This is an optimization exercise on Yosys and OpenROAD, whose aim is small area, not a production implementation. Function was checked by simulation only, so behaviour that the tests miss may differ from the original. Power and IR drop assume default switching activity.

## flow/design.v

```verilog
module rab (
    input  wire        clk,
    input  wire        rst,
    input  wire        sub_valid,
    input  wire        sub_ctx,
    input  wire [31:0] sub_cmd,
    input  wire [31:0] sub_arg0,
    input  wire [31:0] sub_arg1,
    output wire [1:0]  busy,
    output wire [1:0]  done,
    output wire [2:0]  status0,
    output wire [31:0] result0,
    output wire [2:0]  status1,
    output wire [31:0] result1,
    output reg         bus_req,
    output reg         bus_we,
    output reg  [31:0] bus_addr,
    output reg  [31:0] bus_wdata,
    input  wire        bus_ack,
    input  wire [31:0] bus_rdata,
    input  wire        bus_err,
    output reg         irq_valid,
    output reg  [7:0]  irq_num,
    output reg  [2:0]  irq_prio,
    output reg         ntf_valid,
    output reg  [31:0] ntf_token
);
    localparam [3:0] OP_SETF = 4'h1, OP_GETF = 4'h2,
                     OP_GINIT = 4'h3, OP_GINITI = 4'h4, OP_GWRITE = 4'h5,
                     OP_GREAD = 4'h6, OP_GINTCLR = 4'h7,
                     OP_TCFG = 4'h8, OP_TARMP = 4'h9, OP_TARMI = 4'hA,
                     OP_TEN = 4'hB, OP_TPOLL = 4'hC, OP_TCLR = 4'hD;
    localparam [2:0] ST_OK = 3'd0, ST_ILLEGAL = 3'd1, ST_INVALID = 3'd2,
                     ST_NOTINIT = 3'd4, ST_OWN = 3'd5, ST_BUSERR = 3'd6;
    localparam [1:0] U_A = 2'd0, U_B = 2'd1, U_C = 2'd2;
    localparam [2:0] M_RTC = 3'd2;
    localparam [2:0] UK_NONE = 3'd0, UK_RMW = 3'd1, UK_W1C = 3'd2,
                     UK_GET = 3'd3, UK_ACT = 3'd4, UK_NTF = 3'd5;
    localparam [31:0] UNLOCK_KEY = 32'h4C4F434B;
    reg        act0, act1;
    reg        done0, done1;
    reg [2:0]  st0_r, st1_r;
    reg [31:0] res0_r, res1_r;
    reg [16:0] cmd0, cmd1;          
    reg [31:0] x0_0, x0_1;          
    reg [31:0] x1_0, x1_1;          
    reg [31:0] lt_0, lt_1;          
    reg [3:0]  stp0, stp1;
    reg        ph0, ph1;
    reg [1:0]  sbc0, sbc1;          
    reg        lock0;               
    wire [47:0]  g_ok;
    wire [23:0]  t_ok;              
    wire [23:0]  t_armp;            
    wire [23:0]  t_uc;              
    wire [23:0]  t_ub;              
    wire [47:0]  t_code;            
    wire [767:0] t_cb;              
    assign busy    = {act1, act0};
    assign done    = {done1, done0};
    assign status0 = st0_r;
    assign status1 = st1_r;
    assign result0 = res0_r;
    assign result1 = res1_r;
    function [1:0] mode_code;
        input [2:0] m;
        begin
            case (m)
                3'd0, 3'd1: mode_code = 2'd0;
                3'd2:       mode_code = 2'd3;
                3'd3:       mode_code = 2'd1;
                default:    mode_code = 2'd2;
            endcase
        end
    endfunction
    function [3:0] mode_enc;
        input [2:0] m;
        begin
            case (m)
                3'd0: mode_enc = 4'h1;
                3'd1: mode_enc = 4'h2;
                3'd2: mode_enc = 4'h0;
                3'd3: mode_enc = 4'h3;
                3'd4: mode_enc = 4'h7;
                default: mode_enc = 4'hA;
            endcase
        end
    endfunction
    function [7:0] timer_irq;
        input [3:0] b;
        input       l;
        reg   [7:0] a;
        begin
            case (b)
                4'd0:  a = 8'd19;
                4'd1:  a = 8'd21;
                4'd2:  a = 8'd23;
                4'd3:  a = 8'd35;
                4'd4:  a = 8'd70;
                4'd5:  a = 8'd92;
                4'd6:  a = 8'd94;
                4'd7:  a = 8'd96;
                4'd8:  a = 8'd98;
                4'd9:  a = 8'd100;
                4'd10: a = 8'd102;
                default: a = 8'd104;
            endcase
            timer_irq = a + {7'd0, l};
        end
    endfunction
    function excluded_pin;
        input [2:0] p;
        input [2:0] n;
        begin
            excluded_pin = (p > 3'd5) ||
                           (p == 3'd4 && n >= 3'd6) ||
                           (p == 3'd5 && n >= 3'd5);
        end
    endfunction
    wire [3:0] a_op    = sub_cmd[31:28];
    wire [1:0] a_am    = sub_cmd[27:26];
    wire [4:0] a_start = sub_cmd[25:21];
    wire [5:0] a_width = sub_cmd[20:15];
    wire [2:0] a_port  = sub_cmd[27:25];
    wire [2:0] a_pin   = sub_cmd[24:22];
    wire [3:0] a_blk   = sub_cmd[27:24];
    wire [1:0] a_use   = sub_cmd[23:22];
    wire [2:0] a_mode  = sub_cmd[21:19];
    wire [5:0] a_gidx  = {a_port, a_pin};
    wire [4:0] a_tA    = {a_blk, 1'b0};
    wire [4:0] a_tB    = {a_blk, 1'b1};
    wire [4:0] a_t0    = {a_blk, (a_use == U_B)};
    reg [31:0] a_resmask;
    always @* begin
        case (a_op)
            OP_SETF, OP_GETF:               a_resmask = 32'h00007FFF;
            OP_GINIT:                       a_resmask = 32'h001FFFFF;
            OP_GINITI:                      a_resmask = 32'h0003FFFF;
            OP_GWRITE, OP_GREAD, OP_GINTCLR: a_resmask = 32'h003FFFFF;
            OP_TCFG:                        a_resmask = 32'h0003FFFF;
            OP_TARMI:                       a_resmask = 32'h0007FFFF;
            default:                        a_resmask = 32'h003FFFFF;
        endcase
    end
    wire a_is_timer = (a_op >= OP_TCFG) && (a_op <= OP_TCLR);
    wire a_is_gpio  = (a_op >= OP_GINIT) && (a_op <= OP_GINTCLR);
    wire a_illegal = (a_op == 4'h0) || (a_op >= 4'hE) ||
                     ((sub_cmd & a_resmask) != 32'd0) ||
                     (a_is_timer && a_use == 2'd3) ||
                     (a_op == OP_TCFG && a_mode >= 3'd6);
    wire [6:0] a_fend = {2'b00, a_start} + {1'b0, a_width};
    wire a_geom_bad = (a_width == 6'd0) || (a_width > 6'd32) ||
                      (a_fend > 7'd32) ||
                      (sub_arg0[1:0] != 2'b00);
    wire [3:0] k_op  = cmd0[16:13];
    wire       k_gi  = act0 && (k_op == OP_GINIT || k_op == OP_GINITI);
    wire       k_tc  = act0 && (k_op == OP_TCFG);
    wire [3:0] k_blk = cmd0[12:9];
    wire [1:0] k_use = cmd0[8:7];
    wire a_gbusy = k_gi && (cmd0[12:7] == a_gidx);
    wire a_gok   = g_ok[a_gidx];
    wire a_bsame = k_tc && (k_blk == a_blk);
    wire a_busyA = a_bsame && (k_use != U_B);
    wire a_busyB = a_bsame && (k_use != U_A);
    wire a_busy0 = (a_use == U_B) ? a_busyB : a_busyA;
    wire       a_okA  = t_ok[a_tA];
    wire       a_okB  = t_ok[a_tB];
    wire       a_ok0  = t_ok[a_t0];
    wire [1:0] a_usA  = t_uc[a_tA] ? U_C : U_A;
    wire [1:0] a_usB  = t_uc[a_tB] ? U_C : t_ub[a_tB] ? U_B : U_A;
    wire [1:0] a_us0  = (a_use == U_B) ? a_usB : a_usA;
    wire a_exists = !a_busy0 && a_ok0 && (a_us0 == a_use);
    wire a_conflict =
        (a_use != U_C) ? (a_busy0 || (a_ok0 && a_us0 != a_use))
                       : (a_busyA || a_busyB ||
                          (a_okA && a_usA != U_C) ||
                          (a_okB && a_usB != U_C));
    reg       a_end;
    reg [2:0] a_status;
    always @* begin
        a_end    = 1'b1;
        a_status = ST_OK;
        if (a_illegal) begin
            a_status = ST_ILLEGAL;
        end else if (a_op == OP_SETF) begin
            if (a_geom_bad || a_am == 2'b01) a_status = ST_INVALID;
            else                            a_end = 1'b0;
        end else if (a_op == OP_GETF) begin
            if (a_geom_bad) a_status = ST_INVALID;
            else            a_end = 1'b0;
        end else if (a_is_gpio) begin
            if (excluded_pin(a_port, a_pin)) a_status = ST_INVALID;
            else if (a_op == OP_GINIT || a_op == OP_GINITI) begin
                if (a_gbusy) a_status = ST_OWN;
                else         a_end = 1'b0;
            end else begin
                if (a_gbusy || !a_gok)
                    a_status = ST_NOTINIT;
                else if (a_op == OP_GWRITE && sub_arg0 > 32'd1)
                    a_status = ST_OK;
                else
                    a_end = 1'b0;
            end
        end else begin
            if (a_blk >= 4'd12) a_status = ST_INVALID;
            else if (a_op == OP_TCFG) begin
                if (a_mode == M_RTC && a_use != U_C) a_status = ST_INVALID;
                else if (a_conflict)                 a_status = ST_OWN;
                else                                 a_end = 1'b0;
            end else if (a_op == OP_TPOLL) begin
                if (!a_exists || !t_armp[a_t0]) a_status = ST_NOTINIT;
                else                            a_end = 1'b0;
            end else begin
                if (!a_exists)             a_status = ST_NOTINIT;
                else if (a_op == OP_TARMP) a_status = ST_OK;
                else                       a_end = 1'b0;
            end
        end
    end
    wire a_acc   = sub_valid && !a_end;
    wire [16:0] a_cmd = {sub_cmd[31:21],
                         (a_op == OP_SETF || a_op == OP_GETF) ? a_fend[5:0] : sub_cmd[20:15]};
    wire a_tcfg  = a_acc && (a_op == OP_TCFG);
    wire a_tarmp = sub_valid && a_end && (a_op == OP_TARMP) && (a_status == ST_OK);
    wire [1:0] a_sbc = t_code[a_t0*2 +: 2];
    wire sel = act1 && !lock0;
    wire run = sel || act0;
    wire [16:0] c_cmd  = sel ? cmd1 : cmd0;
    wire [31:0] c_arg0 = sel ? x0_1 : x0_0;
    wire [31:0] c_arg1 = sel ? x1_1 : x1_0;
    wire [31:0] c_lat  = sel ? lt_1 : lt_0;
    wire [3:0]  c_step = sel ? stp1 : stp0;
    wire        c_ph   = sel ? ph1  : ph0;
    wire [1:0]  c_sbc  = sel ? sbc1 : sbc0;
    wire [3:0] c_op    = c_cmd[16:13];
    wire [1:0] c_am    = c_cmd[12:11];
    wire [2:0] c_port  = c_cmd[12:10];
    wire [2:0] c_pin   = c_cmd[9:7];
    wire       c_gdir  = c_cmd[6];
    wire [2:0] c_gprio = c_cmd[5:3];
    wire [3:0] c_blk   = c_cmd[12:9];
    wire [1:0] c_use   = c_cmd[8:7];
    wire [2:0] c_mode  = c_cmd[6:4];
    wire       c_cdir  = c_cmd[3];
    wire       c_l0    = (c_use == U_B);
    wire [4:0] c_t0    = {c_blk, c_l0};
    wire [4:0] c_sb    = {1'b0, c_l0, 1'b0, c_sbc};
    wire [19:0] c_gpage = 20'h40058 + {17'd0, c_port};
    wire        c_wide  = (c_blk >= 4'd6);
    wire [19:0] c_tpage = (c_blk < 4'd8) ? {16'h4003, c_blk} : {16'h4004, c_blk + 4'h4};
    wire [4:0]  c_gbit  = c_wide ? {1'b0, c_blk - 4'd6} : {1'b0, c_blk};
    wire [7:0]  c_gpirq = (c_port == 3'd5) ? 8'd30 : {5'd0, c_port};
    reg [2:0]  uk;
    reg [19:0] u_page;
    reg [11:0] u_off;
    reg        u_arga;      
    reg [31:0] u_val;
    reg [4:0]  u_s;
    reg [5:0]  u_e;         
    reg        u_one;       
    always @* begin
        uk     = UK_NONE;
        u_page = c_gpage;
        u_off  = 12'h000;
        u_arga = 1'b0;
        u_val  = 32'd1;
        u_s    = 5'd0;
        u_e    = 6'd1;
        u_one  = 1'b1;
        case (c_op)
            OP_SETF: begin
                uk     = (c_am == 2'b11) ? UK_W1C : UK_RMW;
                u_arga = 1'b1;
                u_val  = c_arg1;
                u_s    = c_cmd[10:6];
                u_e    = c_cmd[5:0]; u_one = 1'b0;
            end
            OP_GETF: begin
                uk     = UK_GET;
                u_arga = 1'b1;
                u_s    = c_cmd[10:6];
                u_e    = c_cmd[5:0]; u_one = 1'b0;
            end
            OP_GINIT, OP_GINITI: begin
                uk  = UK_RMW;
                u_s = {2'b00, c_pin};
                case (c_step)
                    4'd0:  begin u_page = 20'h400FE; u_off = 12'h608; u_s = {2'b00, c_port}; end
                    4'd1:  begin uk = UK_GET; u_page = 20'h400FE; u_off = 12'hA08; u_s = {2'b00, c_port}; end
                    4'd2:  begin u_off = 12'h520; u_val = UNLOCK_KEY; u_s = 5'd0; u_e = 6'd32; u_one = 1'b0; end
                    4'd3:  begin u_off = 12'h524; end
                    4'd4:  begin u_off = 12'h400; u_val = {31'd0, c_gdir}; end
                    4'd5:  begin u_off = 12'h510; end
                    4'd6:  begin u_off = 12'h420; u_val = 32'd0; end
                    4'd7:  begin u_off = 12'h51C; end
                    4'd8:  begin u_off = 12'h528; u_val = 32'd0; end
                    4'd9:  begin u_off = 12'h410; u_val = 32'd0; end
                    4'd10: begin u_off = 12'h404; u_val = 32'd0; end
                    4'd11: begin u_off = 12'h408; end
                    4'd12: begin uk = UK_W1C; u_off = 12'h41C; end
                    4'd13: begin u_off = 12'h410; end
                    default: uk = UK_ACT;
                endcase
            end
            OP_GWRITE: begin
                uk    = UK_RMW;
                u_off = 12'h3FC;
                u_val = c_arg0;
                u_s   = {2'b00, c_pin};
            end
            OP_GREAD: begin
                uk    = UK_GET;
                u_off = 12'h3FC;
                u_s   = {2'b00, c_pin};
            end
            OP_GINTCLR: begin
                uk    = UK_W1C;
                u_off = 12'h41C;
                u_s   = {2'b00, c_pin};
            end
            OP_TCFG: begin
                uk     = UK_RMW;
                u_page = c_tpage;
                case (c_step)
                    4'd0: begin u_page = 20'h400FE; u_off = c_wide ? 12'h65C : 12'h604; u_s = c_gbit; end
                    4'd1: begin uk = UK_GET; u_page = 20'h400FE; u_off = c_wide ? 12'hA5C : 12'hA04; u_s = c_gbit; end
                    4'd2: begin
                        u_off = 12'h000;
                        u_val = (c_use != U_C) ? 32'h4 :
                                (c_mode == M_RTC) ? 32'h1 : 32'h0;
                        u_e   = 6'd3; u_one = 1'b0;
                    end
                    4'd3: begin u_off = c_l0 ? 12'h008 : 12'h004; u_val = {28'd0, mode_enc(c_mode)}; u_e = 6'd4; u_one = 1'b0; end
                    4'd4: begin u_off = c_l0 ? 12'h008 : 12'h004; u_val = {31'd0, c_cdir}; u_s = 5'd4; end
                    4'd5: begin u_off = c_l0 ? 12'h02C : 12'h028; u_val = c_arg0; u_e = 6'd32; u_one = 1'b0; end
                    4'd6: begin u_off = 12'h008; u_val = {28'd0, mode_enc(c_mode)}; u_e = 6'd4; u_one = 1'b0; end
                    4'd7: begin u_off = 12'h008; u_val = {31'd0, c_cdir}; u_s = 5'd4; end
                    default: begin u_off = 12'h02C; u_val = c_arg1; u_e = 6'd32; u_one = 1'b0; end
                endcase
            end
            OP_TARMI: begin
                u_page = c_tpage;
                if (c_step == 4'd0) begin
                    uk = UK_RMW; u_off = 12'h018; u_s = c_sb;
                end else begin
                    uk = UK_ACT;
                end
            end
            OP_TEN: begin
                uk     = UK_RMW;
                u_page = c_tpage;
                u_off  = 12'h00C;
                u_s    = (c_step == 4'd0 && !c_l0) ? 5'd0 : 5'd8;
            end
            OP_TPOLL: begin
                u_page = c_tpage;
                u_s    = c_sb;
                case (c_step)
                    4'd0: begin uk = UK_GET; u_off = 12'h01C; end
                    4'd1: uk = UK_NTF;
                    default: begin uk = UK_W1C; u_off = 12'h024; end
                endcase
            end
            OP_TCLR: begin
                uk     = UK_W1C;
                u_page = c_tpage;
                u_off  = 12'h024;
                u_s    = c_sb;
            end
            default: uk = UK_NONE;
        endcase
    end
    reg [31:0] u_fmask;
    integer j;
    always @* begin
        for (j = 0; j < 32; j = j + 1)
            u_fmask[j] = (j >= u_s) && (u_one ? (j <= u_s) : (j < u_e));
    end
    wire u_isget = (uk == UK_GET);
    wire [31:0] rd_f = bus_rdata & u_fmask;
    reg  [31:0] rd_rev;
    always @* begin
        for (j = 0; j < 32; j = j + 1)
            rd_rev[j] = rd_f[31 - j];
    end
    wire [31:0] sh_in  = u_isget ? rd_rev : u_val;
    wire [31:0] sh_out = sh_in << u_s;
    reg  [31:0] u_get;
    always @* begin
        for (j = 0; j < 32; j = j + 1)
            u_get[j] = sh_out[31 - j];
    end
    wire [31:0] u_field = sh_out & u_fmask;
    wire [31:0] u_merge = (bus_rdata & ~u_fmask) | u_field;
    reg [31:0] tok_or;
    integer l;
    always @* begin
        tok_or = 32'd0;
        for (l = 0; l < 24; l = l + 1)
            if (c_t0 == l && t_armp[l]) tok_or = tok_or | t_cb[l*32 +: 32];
    end
    always @* begin
        bus_req   = 1'b0;
        bus_we    = 1'b0;
        bus_addr  = u_arga ? {c_arg0[31:2], 2'b00} : {u_page, u_off};
        bus_wdata = c_ph ? c_lat : u_field;
        irq_valid = 1'b0;
        irq_num   = (c_op == OP_TARMI) ? timer_irq(c_blk, c_l0) : c_gpirq;
        irq_prio  = (c_op == OP_TARMI) ? c_mode : c_gprio;
        ntf_valid = 1'b0;
        ntf_token = tok_or;
        if (run) begin
            case (uk)
                UK_RMW: begin
                    bus_req = 1'b1;
                    bus_we  = c_ph;
                end
                UK_W1C: begin
                    bus_req = 1'b1;
                    bus_we  = 1'b1;
                end
                UK_GET:  bus_req   = 1'b1;
                UK_ACT:  irq_valid = 1'b1;
                UK_NTF:  ntf_valid = 1'b1;
                default: ;
            endcase
        end
    end
    wire u_bus   = (uk == UK_RMW) || (uk == UK_W1C) || (uk == UK_GET);
    wire u_done  = run && (u_bus ? bus_ack : (uk != UK_NONE));
    wire u_err   = run && u_bus && bus_ack && bus_err;
    wire u_rmwrd = (uk == UK_RMW) && !c_ph;
    wire u_bit   = u_get[0];
    reg        n_fin;
    reg        n_rget;      
    reg        n_rone;      
    reg [3:0]  n_step;
    always @* begin
        n_fin  = 1'b0;
        n_rget = 1'b0;
        n_rone = 1'b0;
        n_step = c_step + 4'd1;
        case (c_op)
            OP_SETF, OP_GWRITE, OP_GINTCLR, OP_TCLR: n_fin = 1'b1;
            OP_GETF, OP_GREAD: begin n_fin = 1'b1; n_rget = 1'b1; end
            OP_GINIT, OP_GINITI: begin
                case (c_step)
                    4'd1: n_step = !u_bit ? 4'd1 :
                                   (c_port == 3'd5 && c_pin == 3'd0) ? 4'd2 : 4'd4;
                    4'd4: n_step = c_gdir ? 4'd6 : 4'd5;
                    4'd8: n_fin  = (c_op == OP_GINIT);
                    4'd14: n_fin = 1'b1;
                    default: ;
                endcase
            end
            OP_TCFG: begin
                case (c_step)
                    4'd1: n_step = u_bit ? 4'd2 : 4'd1;
                    4'd5: n_fin  = (c_use != U_C);
                    4'd8: n_fin  = 1'b1;
                    default: ;
                endcase
            end
            OP_TARMI: n_fin = (c_step == 4'd1);
            OP_TEN:   n_fin = (c_step == 4'd1) || (c_use != U_C);
            OP_TPOLL: begin
                case (c_step)
                    4'd0: n_fin = !u_bit;
                    4'd2: begin n_fin = 1'b1; n_rone = 1'b1; end
                    default: ;
                endcase
            end
            default: n_fin = 1'b1;
        endcase
    end
    wire [31:0] n_res = n_rget ? u_get : {31'd0, n_rone};
    wire e_err  = u_done && u_err;
    wire e_rd   = u_done && !u_err && u_rmwrd;
    wire e_fin  = u_done && !u_err && !u_rmwrd && n_fin;
    wire e_step = u_done && !u_err && !u_rmwrd && !n_fin;
    wire e_end  = e_err || e_fin;
    wire acc0 = sub_valid && !sub_ctx;
    wire acc1 = sub_valid &&  sub_ctx;
    always @(posedge clk) begin
        if (acc0) begin
            cmd0 <= a_cmd;
            x0_0 <= sub_arg0;
            x1_0 <= sub_arg1;
            sbc0 <= a_sbc;
        end
        if (acc1) begin
            cmd1 <= a_cmd;
            x0_1 <= sub_arg0;
            x1_1 <= sub_arg1;
            sbc1 <= a_sbc;
        end
        if (e_rd && !sel) lt_0 <= u_merge;
        if (e_rd &&  sel) lt_1 <= u_merge;
        if (acc0)                     stp0 <= 4'd0;
        else if (e_step && !sel)      stp0 <= n_step;
        if (acc1)                     stp1 <= 4'd0;
        else if (e_step && sel)       stp1 <= n_step;
        if (acc0 || (e_step && !sel)) ph0 <= 1'b0;
        else if (e_rd && !sel)        ph0 <= 1'b1;
        if (acc1 || (e_step && sel))  ph1 <= 1'b0;
        else if (e_rd && sel)         ph1 <= 1'b1;
    end
    always @(posedge clk) begin
        if (rst) begin
            act0  <= 1'b0;
            act1  <= 1'b0;
            done0 <= 1'b0;
            done1 <= 1'b0;
            st0_r <= ST_OK;
            st1_r <= ST_OK;
            res0_r <= 32'd0;
            res1_r <= 32'd0;
            lock0 <= 1'b0;
        end else begin
            lock0 <= bus_req && !bus_ack && !sel;
            done0 <= (acc0 && a_end) || (e_end && !sel);
            done1 <= (acc1 && a_end) || (e_end && sel);
            if (acc0 && !a_end)      act0 <= 1'b1;
            else if (e_end && !sel)  act0 <= 1'b0;
            if (acc1 && !a_end)      act1 <= 1'b1;
            else if (e_end && sel)   act1 <= 1'b0;
            if (acc0 && a_end) begin
                st0_r  <= a_status;
                res0_r <= 32'd0;
            end else if (e_end && !sel) begin
                st0_r  <= e_err ? ST_BUSERR : ST_OK;
                res0_r <= e_err ? 32'd0 : n_res;
            end
            if (acc1 && a_end) begin
                st1_r  <= a_status;
                res1_r <= 32'd0;
            end else if (e_end && sel) begin
                st1_r  <= e_err ? ST_BUSERR : ST_OK;
                res1_r <= e_err ? 32'd0 : n_res;
            end
        end
    end
    wire e_gi   = (c_op == OP_GINIT || c_op == OP_GINITI);
    wire e_tc   = (c_op == OP_TCFG);
    wire e_ta   = (c_op == OP_TARMI);
    wire [5:0] c_gidx = {c_port, c_pin};
    genvar g;
    generate
        for (g = 0; g < 48; g = g + 1) begin : gp
            if ((g / 8 > 5) || (g / 8 == 4 && g % 8 >= 6) ||
                (g / 8 == 5 && g % 8 >= 5)) begin : ex
                assign g_ok[g] = 1'b0;
            end else begin : in
                reg ok;
                assign g_ok[g] = ok;
                always @(posedge clk) begin
                    if (rst)
                        ok <= 1'b0;
                    else if (e_end && e_gi && c_gidx == g)
                        ok <= !e_err;
                end
            end
        end
        for (g = 0; g < 24; g = g + 1) begin : tl
            reg [31:0] cb;
            reg [1:0]  code;
            reg        ok, armp, uc, ub;
            assign t_cb[g*32 +: 32] = cb;
            assign t_code[g*2 +: 2] = code;
            assign t_ok[g]   = ok;
            assign t_armp[g] = armp;
            assign t_uc[g]   = uc;
            assign t_ub[g]   = ub;
            wire a_cov = (a_blk == g / 2) &&
                         ((g % 2 == 0) ? (a_use != U_B) : (a_use != U_A));
            wire c_cov = (c_blk == g / 2) &&
                         ((g % 2 == 0) ? (c_use != U_B) : (c_use != U_A));
            wire e_wr  = c_cov && ((e_end && e_tc) || (e_fin && e_ta));
            always @(posedge clk) begin
                if (a_tarmp && a_cov)
                    cb <= sub_arg0;
                if (e_err && e_tc && c_cov)
                    code <= 2'd0;
                else if (a_tcfg && a_cov)
                    code <= mode_code(a_mode);
                if (e_err && e_tc && c_cov) begin
                    uc <= 1'b0;
                    ub <= 1'b0;
                end else if (a_tcfg && a_cov) begin
                    uc <= (a_use == U_C);
                    ub <= (g % 2 == 1) && (a_use == U_B);
                end
                if (e_wr)
                    armp <= 1'b0;
                else if (a_tcfg && a_cov)
                    armp <= 1'b0;
                else if (a_tarmp && a_cov)
                    armp <= 1'b1;
                if (rst)
                    ok <= 1'b0;
                else if (e_wr)
                    ok <= !e_err;
                else if (a_tarmp && a_cov)
                    ok <= 1'b1;
            end
        end
    endgenerate
endmodule
```

## flow/flow/run.sh

```bash
#!/bin/bash
set -euo pipefail
bash standard.sh "BUFFER_PORTS_ARGS=-buffer_cell sky130_fd_sc_hd__buf_1" RECOVER_POWER=100 finish > flow_standard.log 2>&1
```

## flow/standard.sh

```bash
#!/bin/bash
# synth_recipe.tcl (not shown) runs the flow's synth.tcl, then flattens the netlist and writes it again
# the make line also repeats each setting of config.mk as NAME=value (left out here)
make -C /OpenROAD-flow-scripts/flow DESIGN_CONFIG=/design/flow/config.mk WORK_HOME=/design/flow/orfs CLKGATE_MAP_FILE= SYNTH_SCRIPT=/design/flow/synth_recipe.tcl "${@:-finish}"
```

## flow/config.mk

```make
export PLATFORM = sky130hd
export DESIGN_NAME = rab
export DESIGN_NICKNAME = rab
export VERILOG_FILES = /design/flow/design.v
export SDC_FILE = /design/flow/constraint.sdc
export NUM_CORES = 4
export LEC_CHECK = 0
export CAP_MARGIN = 20
export CORE_MARGIN = 2
export CORE_UTILIZATION = 50
export CTS_BUF_LIST = sky130_fd_sc_hd__clkbuf_8
export CTS_CLUSTER_DIAMETER = 60
export CTS_CLUSTER_SIZE = 16
export PLACE_DENSITY = 0.7
export SLEW_MARGIN = 20
```

## flow/constraint.sdc

```tcl
create_clock -name core_clock -period 12.0 [get_ports {clk}]
set_input_delay 2.4000 -clock core_clock [delete_from_list [all_inputs] [get_ports {clk}]]
set_output_delay 2.4000 -clock core_clock [all_outputs]
set_load 0.01 [all_outputs]
```

==> notes.md, run 1 <==
status - finished with violations
SO Faults - capacitance limit, slew limit
CP Cell Sequence - clkbuf_2 > clkbuf_1 > nand2_1 > a211o_1 > o2111ai_1 > o211ai_1 > a31o_2 > nand3_1 > o21ai_0 > or3_1 > nand4bb_1 > clkbuf_1 > nor2_1 > clkbuf_1
Clk pin slew, worst setup/hold paths - 90 ps
Worst setup SP type - input pin
# placed instances - 6,028
area leader, netlist - edfxtp_1
R2R Path Start - act1$_SDFFE_PP0P_
initial antenna violation count - 6
All-Layer GR Usage - 34.5%
Initial Utilization - 50.5%
Leak - 20.3 nW
Yosys reg bits - 1,258
post-synthesis to final-layout area growth - 7.98%
WHS Path Cells - 2
Area contributors post-synth - edfxtp_1, dfxtp_1, mux2i_1
Setup Buffers After CTS - 0
final WL - 203,000 um
Synth Cell Area - 0.0560 mm^2
remaining antenna violation count - 0
Yosys Warn Count - 1
Avg Inst Size Synth - 12.7 um^2
num rows - 122
final setup vio count - 0
Max Cap Viol - 45
ys async rst share - 0%
Die W - 339 um
max-slew violation count - 1,349
global-route wire length before repair - 290,000 um
Hold Buf Count CTS - 0
worst path buffer plus inverter count - 4
reg2reg path depth - 19
Peak VDD IR - 0.0000777 V
ys flop type - edfxtp_1
drt via density - 6.97
grt ovf - 0
cell area power density - 132 mW/mm^2
Placer Congestion - 1.02
die area - 0.115 mm^2
max_slew headroom - -153%
slowest cell delay on critical path - 2250 ps
Req. time, crit path - 12,380 ps
hold endpoint - tl[15].ub$_SDFFE_PP0P_
DRC viols - 0
core footprint - 0.111 mm^2
hold path start - tl[15].ub$_SDFFE_PP0P_
worst slew pin tran - 3800 ps
Post-synth EDFFs - 998
Clock Sinks - 1,258
largest net degree at the start of global routing - 83
WS Path Type - input pin to register
Worst Setup End Kind - register
critical path's top delay family - buffers and inverters
Starting DRT DRC Count - 7,127
TritonRoute pass-1 iters - 8
Vias - 43,000
commonest non-fill, non-tap cell in the layout - edfxtp_1
Tightest Hold Check Type - register to register
H-tree depth - 3
Final Hold Vio Count - 0
f_max - 90.6 MHz
register area share after synthesis - 62.8%
Yosys cell types - 121
Synth top area share - 53.5%
slowest cell on the critical path - clkbuf_1
reg-to-reg setup timing slack - 1930 ps
Cells after Synth - 4,406
Tcrit/Tclk final - 92.0%
hpwl dp - 129,000 um
TritonCTS buffer count - 98
Nets - 4,807
Finished Layout Cells - 6,176
final critical-path required period - 11,040 ps
worst skew pair latency - 830 ps
RSZ-0062 raised after global routing - false
clk buf depth - 3
CTS tree - built
Setup Total Neg Slack - 0 ps
clock skew - 56.0 ps
share of post-route cells with drive strength above 1 - 8.82%
crit-path max FO - 48
cell mode on critical path - clkbuf_1
wire length per cell - 32.9 um
reg2reg end - res1_r[11]$_SDFFE_PP0P_
crit path DAT - 11,420 ps
Port Buffers - 315
io pins - 319
root cell of the clock tree - clkbuf_8
vias in the first global route - 40,400
Die H - 339 um
cts repair resizes - 0
most frequent cells in the layout - edfxtp_1, nor2_1, nand2_1
==> tightest hold or removal path, cell delays in order (launching register included) <==
cell and delay (ps):
dfxtp_1 320, nand2_1 50, a21oi_1 50
==> per-stage QoR <==
| stage | hold WS (ps) | instance area (um^2) | power, mW | setup slack, ps | util [%] |
|---|---|---|---|---|---|
| after floorplan | 433 | 56000 | 5.32 | 3420 | - |
| after global placement | 439 | 59100 | 5.68 | 2510 | 53.3 |
| after detailed placement | 447 | 59100 | 5.68 | 2570 | 53.3 |
| after CTS | 460 | 60900 | 7.94 | 1660 | 55.0 |
| after global routing | 486 | 60500 | 8.16 | 673 | 54.6 |
| final | 458 | 60500 | 7.96 | 965 | 54.6 |
==> report_power, final <==
group / total (mW) / leakage (nW) / internal [mW] / switching [mW]
clock network: 2.33 / 0.951 / 0.894 / 1.44
registers: 4.77 / 11.1 / 4.75 / 0.0194
logic: 0.856 / 8.26 / 0.212 / 0.644
==> state kept, by name (all words and copies together), names as in the netlist, 12 cells and up <==
| name | flops |
|---|---|
| tl.ub | 12 |
| x0_1 | 32 |
| tl.uc | 24 |
| lt_1 | 32 |
| x1_0 | 32 |
| x0_0 | 32 |
| tl.cb | 768 |
| res1_r | 32 |
| cmd0 | 17 |
| tl.armp | 24 |
| gp.in.ok | 43 |
| res0_r | 32 |
| tl.ok | 24 |
| x1_1 | 32 |
| lt_0 | 32 |
| tl.code | 48 |
| cmd1 | 17 |
==> cells in the mapped netlist, types with 15 or more instances <==
| cell type | count |
|---|---|
| buf_4 | 16 |
| nor2_1 | 349 |
| nand2_1 | 329 |
| a31oi_1 | 59 |
| o221ai_1 | 15 |
| nand4_1 | 70 |
| o2bb2ai_1 | 15 |
| nor3_1 | 90 |
| a22oi_1 | 78 |
| a221oi_1 | 146 |
| a21oi_1 | 174 |
| and2_1 | 36 |
| edfxtp_1 | 998 |
| mux4_2 | 44 |
| nand2b_1 | 18 |
| buf_1 | 36 |
| a22o_1 | 139 |
| a211oi_1 | 64 |
| o21a_1 | 16 |
| nor4_1 | 35 |
| o21ai_1 | 16 |
| and3_1 | 52 |
| nand3_1 | 139 |
| a222oi_1 | 32 |
| a211o_1 | 40 |
| o211ai_1 | 30 |
| a311oi_1 | 20 |
| o31ai_1 | 20 |
| o22ai_1 | 42 |
| mux2_2 | 22 |
| a21o_1 | 29 |
| buf_2 | 51 |
| nor2b_1 | 17 |
| o221a_2 | 24 |
| o21ai_0 | 75 |
| inv_1 | 49 |
| and4_1 | 16 |
| dfxtp_1 | 260 |
| ha_1 | 30 |
| mux2i_1 | 203 |
| clkbuf_1 | 224 |
==> how the worst max path moves through the flow <==
stage | startpoint | endpoint | slack [ps] | depth (start not counted)
final | sub_cmd[25] | tl[13].cb[6]$_DFFE_PP_ | 960 | 14
after global routing | act1$_SDFFE_PP0P_ | bus_wdata[26] | 670 | 20
after CTS | lock0$_SDFF_PP0_ | bus_wdata[26] | 1660 | 15
after detailed placement | lock0$_SDFF_PP0_ | bus_wdata[26] | 2570 | 15
after global placement | lock0$_SDFF_PP0_ | bus_wdata[30] | 2510 | 15
after floorplan | act1$_SDFFE_PP0P_ | bus_wdata[16] | 3420 | 29
==> metal layers <==
layer	GRT usage [%]	vias up	wire length, um
li1	-	17900	-
met1	48.4	21400	78400
met2	51.8	3179	89000
met3	8.20	543	26200
met4	13.6	6	9630
met5	0	-	58
==> final cells by class <==
type	instances	area [um^2]
fillers	9428	50400
well taps	1488	1860
diodes	3	7.51
repair buffers	470	2070
multi-input cells	2763	19400
inverters	51	194
flip-flops and latches	1258	35200
clock inverters	41	393
clock buffers	102	1400
==> cell families after synthesis <==
| group | count (synthesis) | share of synthesized area [%] |
|---|---|---|
| multiplexers | 276 | 6.07 |
| AND/OR/NAND/NOR | 1240 | 10.7 |
| flip-flops | 1258 | 62.8 |
| AO/OA/AOI/OAI | 1196 | 16.5 |
| other | 1 | 0.00670 |
| adder cells (fa/ha/maj) | 31 | 0.706 |
| XOR/XNOR | 17 | 0.266 |
| buffers and inverters | 387 | 2.92 |
==> inputs of run 2 (changes only) <==
==> flow/config.mk (replaced) <==
export PLATFORM = sky130hd
export DESIGN_NAME = rab
export DESIGN_NICKNAME = rab
export VERILOG_FILES = /design/flow/design.v
export SDC_FILE = /design/flow/constraint.sdc
export NUM_CORES = 4
export LEC_CHECK = 0
export CAP_MARGIN = 0
export CORE_MARGIN = 2
export CORE_UTILIZATION = 30
export CTS_BUF_LIST = sky130_fd_sc_hd__clkbuf_8
export CTS_CLUSTER_DIAMETER = 60
export CTS_CLUSTER_SIZE = 16
export PLACE_DENSITY = 0.6
export SLEW_MARGIN = 0
==> run 2 against run 1 <==
- still fails the layout checks on capacitance limit, slew limit
- power decreased by 0.28%
- clock power decreased by 2%
- critical path depth unchanged
- critical path type unchanged
- critical endpoint is now tl[23].cb[15]$_DFFE_PP_
- largest cell class unchanged
==> notes.md, run 2 <==
Die W - 436 um (was 339 um)
Synth top area share - 53.5% (unchanged)
FILL cells - 18,500 (was 9,428)
max_slew headroom - -153% (about the same)
cts repair resizes - 0 (unchanged)
num rows - 158 (was 122)
Yosys reg bits - 1,258 (unchanged)
CP Cell Sequence - clkbuf_2 > clkbuf_1 > nand2_1 > a211o_1 > o2111ai_1 > o211ai_1 > a31o_2 > nand3_1 > o21ai_0 > or3_1 > nand4bb_1 > clkbuf_1 > nor2_1 > clkbuf_2 (was clkbuf_2 > clkbuf_1 > nand2_1 > a211o_1 > o2111ai_1 > o211ai_1 > a31o_2 > nand3_1 > o21ai_0 > or3_1 > nand4bb_1 > clkbuf_1 > nor2_1 > clkbuf_1)
vias in the first global route - 40,000 (was 40,400)
initial antenna violation count - 6 (unchanged)
Seq. cell area - 0.0352 mm^2 (unchanged)
Placer Congestion - 1.01 (was 1.02)
slowest cell on the critical path - clkbuf_1 (unchanged)
Setup Total Neg Slack - 0 ps (unchanged)
WS Path Type - input pin to register (unchanged)
register area share after synthesis - 62.8% (unchanged)
Comb pwr share - 11.2% (was 10.8%)
Seq pwr share - 60.1% (was 59.9%)
worst skew pair latency - 890 ps (was 830 ps)
max-slew violation count - 1,513 (was 1,349)
final critical-path required period - 11,550 ps (was 11,040 ps)
die area - 0.190 mm^2 (was 0.115 mm^2)
Req. time, crit path - 12,490 ps (was 12,380 ps)
Initial Utilization - 30.2% (was 50.5%)
Switching Fraction - 27.2% (was 26.4%)
ys flop type - edfxtp_1 (unchanged)
Avg Inst Size Synth - 12.7 um^2 (unchanged)
cell area power density - 129 mW/mm^2 (was 132 mW/mm^2)
Peak VDD IR - 0.0000988 V (was 0.0000777 V)
Setup Buffers After CTS - 0 (unchanged)
Post-synth EDFFs - 998 (unchanged)
slowest cell delay on critical path - 2460 ps (was 2250 ps)
worst slew pin tran - 3790 ps (was 3800 ps)
Worst setup SP type - input pin (unchanged)
cell with the most instances after synthesis - edfxtp_1 (unchanged)
SO Faults - capacitance limit, slew limit (unchanged)
root cell of the clock tree - clkbuf_8 (unchanged)
Leak - 20.4 nW (was 20.3 nW)
Hold Buf Count CTS - 0 (unchanged)
TritonCTS buffer count - 97 (was 98)
final setup vio count - 0 (unchanged)
largest net degree at the start of global routing - 77 (was 83)
hpwl dp - 145,000 um (was 129,000 um)
Area contributors post-synth - edfxtp_1, dfxtp_1, mux2i_1 (unchanged)
commonest cells in the netlist - edfxtp_1, nor2_1, nand2_1 (unchanged)
remaining antenna violation count - 0 (unchanged)
Yosys Warn Count - 1 (unchanged)
Die H - 436 um (was 339 um)
post-synthesis to final-layout area growth - 10.1% (was 7.98%)
commonest non-fill, non-tap cell in the layout - edfxtp_1 (unchanged)
Max Cap Viol - 47 (was 45)
Vias - 42,300 (was 43,000)
ys async rst share - 0% (unchanged)
core footprint - 0.185 mm^2 (was 0.111 mm^2)
final WL - 224,000 um (was 203,000 um)
global-route wire length before repair - 310,000 um (was 290,000 um)
area used by multi-input combinational logic - 0.0194 mm^2 (about the same)
biggest regs - tl.cb x768, tl.code x48, gp.in.ok x43 (unchanged)
worst path buffer plus inverter count - 4 (unchanged)
Final Hold Vio Count - 0 (unchanged)
Tcrit/Tclk final - 96.3% (was 92.0%)
All-Layer GR Usage - 22.5% (was 34.5%)
RSZ-0062 raised after global routing - false (unchanged)
max reg flops - 768 (unchanged)
DRC viols - 0 (unchanged)
most frequent cells in the layout - edfxtp_1, nor2_1, nand2_1 (unchanged)
TritonRoute pass-1 iters - 6 (was 8)
Yosys cell types - 121 (unchanged)
Nets - 4,806 (was 4,807)
overall power - 7.93 mW (was 7.96 mW)
Synth Cell Area - 0.0560 mm^2 (unchanged)
Port Buffers - 315 (unchanged)
Starting DRT DRC Count - 5,963 (was 7,127)
Clock Sinks - 1,258 (unchanged)
Clk pin slew, worst setup/hold paths - 100 ps (was 90 ps)
status - finished with violations (unchanged)
wire length per cell - 31.2 um (was 32.9 um)
Cells after Synth - 4,406 (unchanged)
crit-path max FO - 48 (unchanged)
CTS tree - built (unchanged)
io pins - 319 (unchanged)
Int Pwr - 5.78 mW (was 5.85 mW)
f_max - 86.6 MHz (was 90.6 MHz)
clock share of power - 28.7% (was 29.3%)
share of post-route cells with drive strength above 1 - 8.92% (was 8.82%)
H-tree depth - 3 (unchanged)
NetSw - 2.16 mW (was 2.10 mW)
grt ovf - 0 (unchanged)
clock skew - 81.9 ps (was 56.0 ps)
critical path's top delay family - simple AND/OR/NAND/NOR gates (was buffers and inverters)
Tightest Hold Check Type - register to register (unchanged)
Most flops, register - tl.cb (unchanged)
drt via density - 5.91 (was 6.97)
area leader, netlist - edfxtp_1 (unchanged)
Worst Setup End Kind - register (unchanged)
clk buf depth - 3 (unchanged)
crit path DAT - 12,040 ps (was 11,420 ps)
==> run 2: final timing paths <==
path | slack (ps) | cells after the start | from | endpoint
max | 450 | 14 | sub_cmd[25] | tl[23].cb[15]$_DFFE_PP_
min | 460 | 2 | tl[20].uc$_SDFFE_PP0P_ | tl[20].uc$_SDFFE_PP0P_
max reg2reg | 1960 | 21 | act1$_SDFFE_PP0P_ | res1_r[9]$_SDFFE_PP0P_
min reg2reg | 460 | 2 | tl[20].uc$_SDFFE_PP0P_ | tl[20].uc$_SDFFE_PP0P_
==> run 2: power by group through the flow <==
stage	clock network (mW)	logic [mW]	registers (mW)
global placement	0	0.873	4.86
finish	2.28	0.888	4.77
global route	2.46	0.919	4.77
CTS	2.32	0.874	4.76
floorplan	0	0.462	4.85
detailed placement	0	0.871	4.86
==> run 2: layout make-up <==
class                           count  share of cell area, %
Timing Repair Buffer              470                   3.36
Inverter                           51                  0.315
Clock inverter                     45                  0.566
Clock buffer                      100                   2.23
Tap cell                         2480                   5.03
Antenna cell                        2                0.00812
Multi-Input combinational cell   2763                   31.4
Sequential cell                  1258                   57.1
==> run 2: kinds of logic (layout without fill, tap and decap cells) <==
| logic type | count (synthesis) | in the layout | synth area share, % |
|---|---|---|---|
| flops | 1258 | 1258 | 62.8 |
| xor+xnor | 17 | 17 | 0.266 |
| mux | 276 | 276 | 6.07 |
| fa+ha+maj | 31 | 31 | 0.706 |
| compound gates | 1196 | 1196 | 16.5 |
| simple gates | 1240 | 1240 | 10.7 |
| other cells | 1 | 5 | 0.00670 |
| buf+inv | 387 | 666 | 2.92 |
==> run 2: worst min-delay path, delay by kind of cell, from the launching register on <==
family | cells | cell delay, ps
AOI/OAI and AO/OA | 1 | 50
DFF | 1 | 320
and+or+nand+nor | 1 | 50
==> run 2: metal layers <==
metal / routed length, um / GRT usage [%] / share of wire (%)
met1: 87300 / 29.1 / 39
met2: 105000 / 36.9 / 47
met3: 18300 / 3.13 / 8.2
met4: 12800 / 11.3 / 5.7
met5: 34 / 0 / 0.015
==> run 2: per-stage QoR <==
| stage | utilization (%) | worst slack (ps) | instances | hold WS [ps] | instance area, um^2 |
|---|---|---|---|---|---|
| 3_5_place_dp | 32.6 | 2110 | 7022 | 447 | 60400 |
| 4_1_cts | 33.5 | 1160 | 7167 | 461 | 62100 |
| 6_report | 33.2 | 447 | 7169 | 464 | 61600 |
| 5_1_grt | 33.2 | 387 | 7169 | 484 | 61600 |
| 2_1_floorplan | - | 3420 | 4408 | 433 | 56000 |
| 3_3_place_gp | 32.6 | 2310 | 7022 | 443 | 60400 |
==> inputs of run 3 (changes only) <==
--- a/flow/design.v
+++ b/flow/design.v
@@ -52,7 +52,7 @@
     wire [47:0]  g_ok;
     wire [23:0]  t_ok;              
     wire [23:0]  t_armp;            
-    wire [23:0]  t_uc;              
+    wire [11:0]  t_uc;              
     wire [23:0]  t_ub;              
     wire [47:0]  t_code;            
     wire [767:0] t_cb;              
@@ -166,8 +166,8 @@
     wire       a_okA  = t_ok[a_tA];
     wire       a_okB  = t_ok[a_tB];
     wire       a_ok0  = t_ok[a_t0];
-    wire [1:0] a_usA  = t_uc[a_tA] ? U_C : U_A;
-    wire [1:0] a_usB  = t_uc[a_tB] ? U_C : t_ub[a_tB] ? U_B : U_A;
+    wire [1:0] a_usA  = t_uc[a_blk] ? U_C : U_A;
+    wire [1:0] a_usB  = t_uc[a_blk] ? U_C : t_ub[a_tB] ? U_B : U_A;
     wire [1:0] a_us0  = (a_use == U_B) ? a_usB : a_usA;
     wire a_exists = !a_busy0 && a_ok0 && (a_us0 == a_use);
     wire a_conflict =
@@ -561,15 +561,24 @@
                 end
             end
         end
+        for (g = 0; g < 12; g = g + 1) begin : tb
+            reg uc;
+            assign t_uc[g] = uc;
+            always @(posedge clk) begin
+                if (e_err && e_tc && c_blk == g)
+                    uc <= 1'b0;
+                else if (a_tcfg && a_blk == g)
+                    uc <= (a_use == U_C);
+            end
+        end
         for (g = 0; g < 24; g = g + 1) begin : tl
             reg [31:0] cb;
             reg [1:0]  code;
-            reg        ok, armp, uc, ub;
+            reg        ok, armp, ub;
             assign t_cb[g*32 +: 32] = cb;
             assign t_code[g*2 +: 2] = code;
             assign t_ok[g]   = ok;
             assign t_armp[g] = armp;
-            assign t_uc[g]   = uc;
             assign t_ub[g]   = ub;
             wire a_cov = (a_blk == g / 2) &&
                          ((g % 2 == 0) ? (a_use != U_B) : (a_use != U_A));
@@ -583,13 +592,10 @@
                     code <= 2'd0;
                 else if (a_tcfg && a_cov)
                     code <= mode_code(a_mode);
-                if (e_err && e_tc && c_cov) begin
-                    uc <= 1'b0;
+                if (e_err && e_tc && c_cov)
                     ub <= 1'b0;
-                end else if (a_tcfg && a_cov) begin
-                    uc <= (a_use == U_C);
+                else if (a_tcfg && a_cov)
                     ub <= (g % 2 == 1) && (a_use == U_B);
-                end
                 if (e_wr)
                     armp <= 1'b0;
                 else if (a_tcfg && a_cov)
==> flow/flow/run.sh (replaced) <==
#!/bin/bash
set -euo pipefail
bash standard.sh "BUFFER_PORTS_ARGS=-buffer_cell sky130_fd_sc_hd__buf_1" finish > flow_standard.log 2>&1
==> flow/config.mk (replaced) <==
export PLATFORM = sky130hd
export DESIGN_NAME = rab
export DESIGN_NICKNAME = rab
export VERILOG_FILES = /design/flow/design.v
export SDC_FILE = /design/flow/constraint.sdc
export NUM_CORES = 4
export LEC_CHECK = 0
export CAP_MARGIN = 20
export CORE_MARGIN = 2
export CORE_UTILIZATION = 50
export CTS_BUF_LIST = sky130_fd_sc_hd__clkbuf_8
export CTS_CLUSTER_DIAMETER = 60
export CTS_CLUSTER_SIZE = 16
export PLACE_DENSITY = 0.7
export SLEW_MARGIN = 20
==> run 3 against run 2 <==
- the run now finishes clean
- cell area decreased by 2.4%
- non-clock buffer count increased by 11
- first-iteration DRC count increased by 5.3%
- sequential power decreased by 1%
- flip-flop and latch count decreased by 12
- critical endpoint is now bus_wdata[29]
- largest cell class unchanged
==> notes.md, run 3 <==
post-synthesis to final-layout area growth - 9.15% (was 10.1%)
Yosys cell types - 107 (was 121)
Avg Inst Size Synth - 12.8 um^2 (was 12.7 um^2)
simple-gate share of the synthesized area - 9.83% (was 10.7%)
worst skew pair latency - 840 ps (was 890 ps)
Most flops, register - tl.cb (unchanged)
clk buf depth - 3 (unchanged)
CTS tree - built (unchanged)
status - no timing/DRC/antenna violations (was finished with violations)
Synth Area in XOR/XNOR - 0.318% (was 0.266%)
mux cell area share after synthesis - 5.75% (was 6.07%)
Final Hold Vio Count - 0 (unchanged)
cell with the most instances after synthesis - edfxtp_1 (unchanged)
Setup Total Neg Slack - 0 ps (unchanged)
max_slew headroom - 19.2% (was -153%)
Cells after Synth - 4,309 (was 4,406)
wire length per cell - 33.5 um (was 31.2 um)
Clock Sinks - 1,246 (was 1,258)
final critical-path required period - 11,080 ps (was 11,550 ps)
Leak - 20.3 nW (was 20.4 nW)
Synth Cell Area - 0.0551 mm^2 (was 0.0560 mm^2)
Port Buffers - 315 (unchanged)
ys flop type - edfxtp_1 (unchanged)
drt via density - 6.91 (was 5.91)
Req. time, crit path - 9600 ps (was 12,490 ps)
cts repair resizes - 0 (unchanged)
TritonCTS buffer count - 97 (unchanged)
All-Layer GR Usage - 35.3% (was 22.5%)
area fraction in compound gates after synthesis - 17.1% (was 16.5%)
DRC viols - 0 (unchanged)
Initial Utilization - 50.5% (was 30.2%)
die area - 0.113 mm^2 (was 0.190 mm^2)
Worst setup SP type - register (was input pin)
Tightest Hold Check Type - register to register (unchanged)
Setup Buffers After CTS - 0 (unchanged)
WS Path Type - register to output port (was input pin to register)
Nets - 4,721 (was 4,806)
crit-path max FO - 30 (was 48)
final setup vio count - 0 (unchanged)
Clk pin slew, worst setup/hold paths - 110 ps (was 100 ps)
biggest regs - tl.cb x768, tl.code x48, gp.in.ok x43 (unchanged)
remaining antenna violation count - 0 (unchanged)
H-tree depth - 3 (unchanged)
final WL - 204,000 um (was 224,000 um)
Yosys reg bits - 1,246 (was 1,258)
max-slew violation count - 0 (was 1,513)
commonest cells in the netlist - edfxtp_1, nor2_1, nand2_1 (unchanged)
Max Cap Viol - 0 (was 47)
Area contributors post-synth - edfxtp_1, dfxtp_1, mux2i_1 (unchanged)
most frequent cells in the layout - edfxtp_1, buf_1, nor2_1 (was edfxtp_1, nor2_1, nand2_1)
f_max - 90.2 MHz (was 86.6 MHz)
Starting DRT DRC Count - 6,281 (was 5,963)
TritonRoute pass-1 iters - 8 (was 6)
grt ovf - 0 (unchanged)
cell area power density - 131 mW/mm^2 (was 129 mW/mm^2)
launch point of the worst path - act1$_SDFFE_PP0P_ (was sub_cmd[25])
Synth top area share - 54.4% (was 53.5%)
commonest non-fill, non-tap cell in the layout - edfxtp_1 (unchanged)
R2R Path Start - act1$_SDFFE_PP0P_ (unchanged)
Placer Congestion - 1.00 (was 1.01)
io pins - 319 (unchanged)
register area share after synthesis - 63.4% (was 62.8%)
share of post-route cells with drive strength above 1 - 10.6% (was 8.92%)
final core occ - 55.1% (was 33.2%)
root cell of the clock tree - clkbuf_8 (unchanged)
largest net degree at the start of global routing - 69 (was 77)
Die H - 336 um (was 436 um)
Peak VDD IR - 0.000103 V (was 0.0000988 V)
largest family of logic cells by synthesized area - compound AO/OA/AOI/OAI gates (unchanged)
core footprint - 0.109 mm^2 (was 0.185 mm^2)
ys async rst share - 0% (unchanged)
initial antenna violation count - 21 (was 6)
hold path start - tl[20].code[1]$_SDFFE_PP0P_ (was tl[20].uc$_SDFFE_PP0P_)
vias in the first global route - 39,500 (was 40,000)
clock skew - 73.1 ps (was 81.9 ps)
Post-Synth Adder-Cell Area - 0.717% (was 0.706%)
area leader, netlist - edfxtp_1 (unchanged)
global-route wire length before repair - 287,000 um (was 310,000 um)
RSZ-0062 raised after global routing - false (unchanged)
max reg flops - 768 (unchanged)
Yosys Warn Count - 1 (unchanged)
worst slew pin tran - 1210 ps (was 3790 ps)
Worst Setup End Kind - output port (was register)
Tcrit/Tclk final - 92.3% (was 96.3%)
Vias - 42,100 (was 42,300)
Die W - 336 um (was 436 um)
num rows - 121 (was 158)
hpwl dp - 129,000 um (was 145,000 um)
crit path DAT - 8680 ps (was 12,040 ps)
Hold Buf Count CTS - 0 (unchanged)
Post-synth EDFFs - 998 (unchanged)
## run 3: changes by cell type after synthesis, sizes merged, moves of 15 or more
cell / delta
buf: -19
o31ai: -16
nand2: -63
a311oi: +19
a211oi: +15
o21ai: +50
nor2: -52
o211ai: -15
o221a: -21
nand4: -17
a22o: +16
clkbuf: +18
a31oi: +19
## run 3: cells by family (layout without fill, tap and decap cells)
| logic type | Yosys count | in the layout |
|---|---|---|
| compound gates | 1249 | 1249 |
| flops | 1246 | 1246 |
| simple gates | 1104 | 1104 |
| buf+inv | 390 | 681 |
| mux | 268 | 268 |
| fa+ha+maj | 31 | 31 |
| xor+xnor | 20 | 20 |
| other cells | 1 | 12 |
## run 3: final timing paths
path                                 endpoint  slack [ps]  cells after the start
setup / recovery                bus_wdata[29]         920                     18
hold reg to reg   tl[20].code[1]$_SDFFE_PP0P_         460                      2
hold / removal    tl[20].code[1]$_SDFFE_PP0P_         460                      2
setup reg to reg        st1_r[1]$_SDFFE_PP0P_        3420                     21
## run 3: cell type report
type / count / area, um^2
flip-flops and latches: 1246 / 34900
well taps: 1476 / 1850
clock buffers: 99 / 1360
fillers: 9138 / 49000
multi-input cells: 2675 / 18900
inverters: 55 / 211
repair buffers: 481 / 2440
clock inverters: 46 / 435
diodes: 9 / 22.5
## run 3: per-stage QoR
step / cells / power (mW) / hold slack [ps] / worst slack (ps) / area (um^2)
floorplan: 4311 / 5.28 / 432 / 2640 / 55100
finish: 6087 / 7.91 / 461 / 919 / 60200
global placement: 5933 / 5.68 / 440 / 2030 / 58300
global route: 6084 / 8.10 / 485 / 393 / 60200
CTS: 6078 / 7.88 / 463 / 1040 / 60100
detailed placement: 5933 / 5.67 / 450 / 1920 / 58300
## run 3: layer usage
metal  vias up  wire (um)  track usage [%]
li1      17600          -                -
met1     20900      76600             47.0
met2      2983      94000             55.5
met3       497      23000             7.39
met4         6      10200             16.9
met5         -         49                0
## run 3: where the power goes
part           switching, mW  internal (mW)
clock network           1.42          0.876
registers             0.0179           4.70
logic                  0.657          0.234
total                   2.10           5.81
## run 3: worst max-delay path: stages, from the launching register on
cell	delay, ps
dfxtp_1	690
nor2b_4	930
mux2i_1	520
inv_1	120
ha_1	450
or2_2	450
nor2_1	170
o21ai_0	100
a211oi_1	520
a211o_1	900
nand3_1	200
a2111oi_1	710
o21ai_0	220
o22ai_1	280
mux2_2	280
o221ai_1	200
a211oi_1	610
a41o_1	320
buf_1	160
==> inputs of run 4 (changes only) <==
==> flow/config.mk (replaced) <==
export PLATFORM = sky130hd
export DESIGN_NAME = rab
export DESIGN_NICKNAME = rab
export VERILOG_FILES = /design/flow/design.v
export SDC_FILE = /design/flow/constraint.sdc
export NUM_CORES = 4
export LEC_CHECK = 0
export CAP_MARGIN = 20
export CORE_MARGIN = 2
export CORE_UTILIZATION = 30
export CTS_BUF_LIST = sky130_fd_sc_hd__clkbuf_16
export CTS_CLUSTER_DIAMETER = 100
export CTS_CLUSTER_SIZE = 30
export PLACE_DENSITY = 0.6
export SLEW_MARGIN = 20
==> run 4 against run 3 <==
- global-route usage decreased by 13 points
- clock-buffer cell count decreased by 49
- setup slack got worse by 8.2 ps
- combinational power increased by 2.6%
- still clean
- largest power group unchanged
- synthesized area unchanged
- sequential power about the same
==> notes.md, run 4 <==
die area - 0.187 mm^2 (was 0.113 mm^2)
cts repair resizes - 0 (unchanged)
global-route wire length before repair - 302,000 um (was 287,000 um)
worst path buffer plus inverter count - 5 (was 2)
Leak - 20.1 nW (was 20.3 nW)
met2 usage - 36.7% (was 55.5%)
Area contributors post-synth - edfxtp_1, dfxtp_1, mux2i_1 (unchanged)
Clock Sinks - 1,246 (unchanged)
DRC viols - 0 (unchanged)
final setup vio count - 0 (unchanged)
fin area - 0.0611 mm^2 (was 0.0602 mm^2)
# placed instances - 6,919 (was 5,933)
Setup Total Neg Slack - 0 ps (unchanged)
CP Cell Sequence - nor2b_4 > buf_4 > buf_4 > mux2i_1 > nand2_1 > inv_1 > o311a_1 > or3_1 > buf_4 > nand4_1 > a221oi_1 > a31oi_1 > a211oi_1 > a31oi_1 > mux2_2 > o211ai_1 > o21ai_0 > o22ai_1 > buf_1 (was nor2b_4 > mux2i_1 > inv_1 > ha_1 > or2_2 > nor2_1 > o21ai_0 > a211oi_1 > a211o_1 > nand3_1 > a2111oi_1 > o21ai_0 > o22ai_1 > mux2_2 > o221ai_1 > a211oi_1 > a41o_1 > buf_1)
FILL cells - 18,100 (was 9,138)
Most flops, register - tl.cb (unchanged)
crit path DAT - 8690 ps (was 8680 ps)
worst skew pair latency - 740 ps (was 840 ps)
num rows - 157 (was 121)
hold_ws - 462 ps (was 461 ps)
NetSw - 2.08 mW (was 2.10 mW)
Setup Buffers After CTS - 0 (unchanged)
Req. time, crit path - 9600 ps (about the same)
drt via density - 5.90 (was 6.91)
CTS tree - built (unchanged)
overall power - 7.81 mW (was 7.91 mW)
Finished Layout Cells - 7,005 (was 6,087)
RSZ-0062 raised after global routing - false (unchanged)
TritonCTS buffer count - 50 (was 97)
Die W - 433 um (was 336 um)
Synth Cell Area - 0.0551 mm^2 (unchanged)
status - no timing/DRC/antenna violations (unchanged)
Hold Buf Count CTS - 0 (unchanged)
Seq pwr share - 60.5% (was 59.7%)
WP depth - 19 (was 18)
Synth top area share - 54.4% (unchanged)
Post-synth EDFFs - 998 (unchanged)
Yosys cell types - 107 (unchanged)
slowest cell on the critical path - a221oi_1 (was nor2b_4)
io pins - 319 (unchanged)
biggest regs - tl.cb x768, tl.code x48, gp.in.ok x43 (unchanged)
Yosys reg bits - 1,246 (unchanged)
met1 Use GR - 29.3% (was 47.0%)
wire length per cell - 31.1 um (was 33.5 um)
Avg Inst Size Synth - 12.8 um^2 (unchanged)
commonest cells in the netlist - edfxtp_1, nor2_1, nand2_1 (unchanged)
clock skew - 72.9 ps (was 73.1 ps)
Placer Congestion - 0.950 (was 1.00)
Switching Fraction - 26.6% (was 26.5%)
root cell of the clock tree - clkbuf_16 (was clkbuf_8)
max_slew headroom - 20.0% (was 19.2%)
share of post-route cells with drive strength above 1 - 9.35% (was 10.6%)
Tightest Hold Check Type - register to register (unchanged)
cell with the most instances after synthesis - edfxtp_1 (unchanged)
H-tree depth - 2 (was 3)
clock share of power - 27.8% (was 29.0%)
Peak VDD IR - 0.000112 V (was 0.000103 V)
ys flop type - edfxtp_1 (unchanged)
WHS Path Cells - 2 (unchanged)
cell mode on critical path - buf_4
worst slew pin tran - 1200 ps (was 1210 ps)
vias in the first global route - 38,900 (was 39,500)
commonest non-fill, non-tap cell in the layout - edfxtp_1 (unchanged)
max-slew violation count - 0 (unchanged)
Yosys Warn Count - 1 (unchanged)
Vias - 41,400 (was 42,100)
register area share after synthesis - 63.4% (unchanged)
Max Cap Viol - 0 (unchanged)
dpl cell area - 0.0596 mm^2 (was 0.0583 mm^2)
f_max - 90.2 MHz (about the same)
Clk pin slew, worst setup/hold paths - 120 ps (was 110 ps)
post-synthesis to final-layout area growth - 10.9% (was 9.15%)
All-Layer GR Usage - 22.3% (was 35.3%)
cell area power density - 128 mW/mm^2 (was 131 mW/mm^2)
max reg flops - 768 (unchanged)
Int Pwr - 5.73 mW (was 5.81 mW)
grt ovf - 0 (unchanged)
remaining antenna violation count - 0 (unchanged)
Tcrit/Tclk final - 92.4% (was 92.3%)
Starting DRT DRC Count - 5,764 (was 6,281)
critical path's top delay family - compound AO/OA/AOI/OAI gates (unchanged)
Top Usage Layer GRT - met2 (unchanged)
ys async rst share - 0% (unchanged)
final WL - 218,000 um (was 204,000 um)
Final Hold Vio Count - 0 (unchanged)
initial antenna violation count - 18 (was 21)
crit-path max FO - 31 (was 30)
Die H - 433 um (was 336 um)
final critical-path required period - 11,090 ps (was 11,080 ps)
Cells after Synth - 4,309 (unchanged)
reg2reg path depth - 20 (was 21)
met3 Resource Use GR - 2.82% (was 7.39%)
TritonRoute pass-1 iters - 6 (was 8)
Comb pwr share - 11.7% (was 11.3%)
hpwl dp - 141,000 um (was 129,000 um)
slowest cell delay on critical path - 970 ps (was 930 ps)
clk buf depth - 3 (unchanged)
core footprint - 0.183 mm^2 (was 0.109 mm^2)
area leader, netlist - edfxtp_1 (unchanged)
most frequent cells in the layout - edfxtp_1, buf_1, nor2_1 (unchanged)
Worst setup SP type - register (unchanged)
Initial Utilization - 30.1% (was 50.5%)
WS Path Type - register to output port (unchanged)
Port Buffers - 315 (unchanged)
largest net degree at the start of global routing - 81 (was 69)
Nets - 4,672 (was 4,721)
Worst Setup End Kind - output port (unchanged)
run 4: changes by cell type in the layout (fill, tap and decap cells not counted), sizes merged:
cell      change
buf           -4
diode         -3
clkbuf       -47
bufinv        -4
clkinvlp      -4
clkinv        -6
inv           -2
run 4: final cells by class:
cell class	instances	area, um^2	share of cell area, %
clock buffers	50	1250	2.05
flip-flops and latches	1246	34900	57.2
repair buffers	479	2420	3.97
inverters	55	211	0.346
diodes	6	15.0	0.0246
clock inverters	30	263	0.430
multi-input cells	2675	18900	31.0
well taps	2464	3080	5.04
run 4: worst paths after layout:
path                                       to                         from  slack, ps
hold reg to reg   tl[19].code[1]$_SDFFE_PP0P_  tl[19].code[1]$_SDFFE_PP0P_        460
setup / recovery                bus_wdata[27]            act1$_SDFFE_PP0P_        910
setup reg to reg       res1_r[5]$_SDFFE_PP0P_            act1$_SDFFE_PP0P_       3300
hold / removal    tl[19].code[1]$_SDFFE_PP0P_  tl[19].code[1]$_SDFFE_PP0P_        460
run 4: power by group through the flow:
| stage | Combinational (mW) | Sequential [mW] | Clock, mW |
|---|---|---|---|
| 6_report | 0.914 | 4.72 | 2.17 |
| 5_1_grt | 0.950 | 4.73 | 2.33 |
| 4_1_cts | 0.892 | 4.72 | 2.21 |
| 3_5_place_dp | 0.888 | 4.82 | 0 |
| 3_3_place_gp | 0.891 | 4.82 | 0 |
| 2_1_floorplan | 0.465 | 4.81 | 0 |
run 4: worst reg2reg max path, cell delays in order (launching register included):
cell and delay [ps]:
dfxtp_1 740, nor2b_4 440, buf_4 420, mux2i_1 550, inv_1 140, ha_1 450
or2_2 460, nor2_1 150, o21ai_0 100, a211oi_1 490, a211o_1 780, nand3_1 290
mux2i_1 790, o21ai_1 330, or3_1 440, nand4b_1 210, nor4_4 150, o32ai_4 280
buf_4 440, nor3b_2 780, a22o_1 230
run 4: cell families (layout without fill, tap and decap cells):
logic type / count (synthesis) / in the layout / synth area share (%)
DFF: 1246 / 1246 / 63.4
xor gates and xnor gates: 20 / 20 / 0.318
muxes: 268 / 268 / 5.75
and+or+nand+nor: 1104 / 1104 / 9.83
adders and majority gates: 31 / 31 / 0.717
AOI/OAI and AO/OA: 1249 / 1249 / 17.1
other: 1 / 9 / 0.00680
buffers and inverters: 390 / 614 / 2.88
run 4: routing by layer:
metal | up-vias | wire length [um]
li1 | 17500 | -
met1 | 21000 | 85000
met2 | 2419 | 102000
met3 | 427 | 18900
met4 | 8 | 11800
met5 | - | 49
run 4: metrics by stage:
step | setup slack [ps] | util [%]
2_1_floorplan | 2640 | -
3_3_place_gp | 2100 | 32.6
3_5_place_dp | 1900 | 32.6
4_1_cts | 1100 | 33.4
5_1_grt | 573 | 33.4
6_report | 911 | 33.4

[port drivers added, routing unchanged]
How much do the figures lean on ideal ports? The routed layouts below were timed once more, with nothing changed but the port constraints.
Step 1 assumes that a clkbuf_16 drives the clock port and a buf_2 every other input.
Step 2 adds t to the input delays and takes it off the output delays; t is the mean of the earliest and latest rising clock arrival at the registers after step 1. Input paths then give back, and output paths get back, about the clock's delay inside the block.
Three values: no drivers, after step 1, after step 2; two values: the first two.
| run | t (ns) | setup slack, ns | pins driven straight from the clock port |
|---|---|---|---|
| run 1 | 0.867 | 0.965 / 0.900 / 0.141 | 1 |
| run 2 | 0.929 | 0.447 / 0.508 / -0.422 | 1 |
| run 3 | 0.883 | 0.919 / 0.844 / 1.727 | 1 |
| run 4 | 0.787 | 0.911 / 0.830 / 1.618 | 1 |
The setup slack of run 2, which loses most, moves by +0.061 ns with the drivers and by -0.869 ns with both steps.
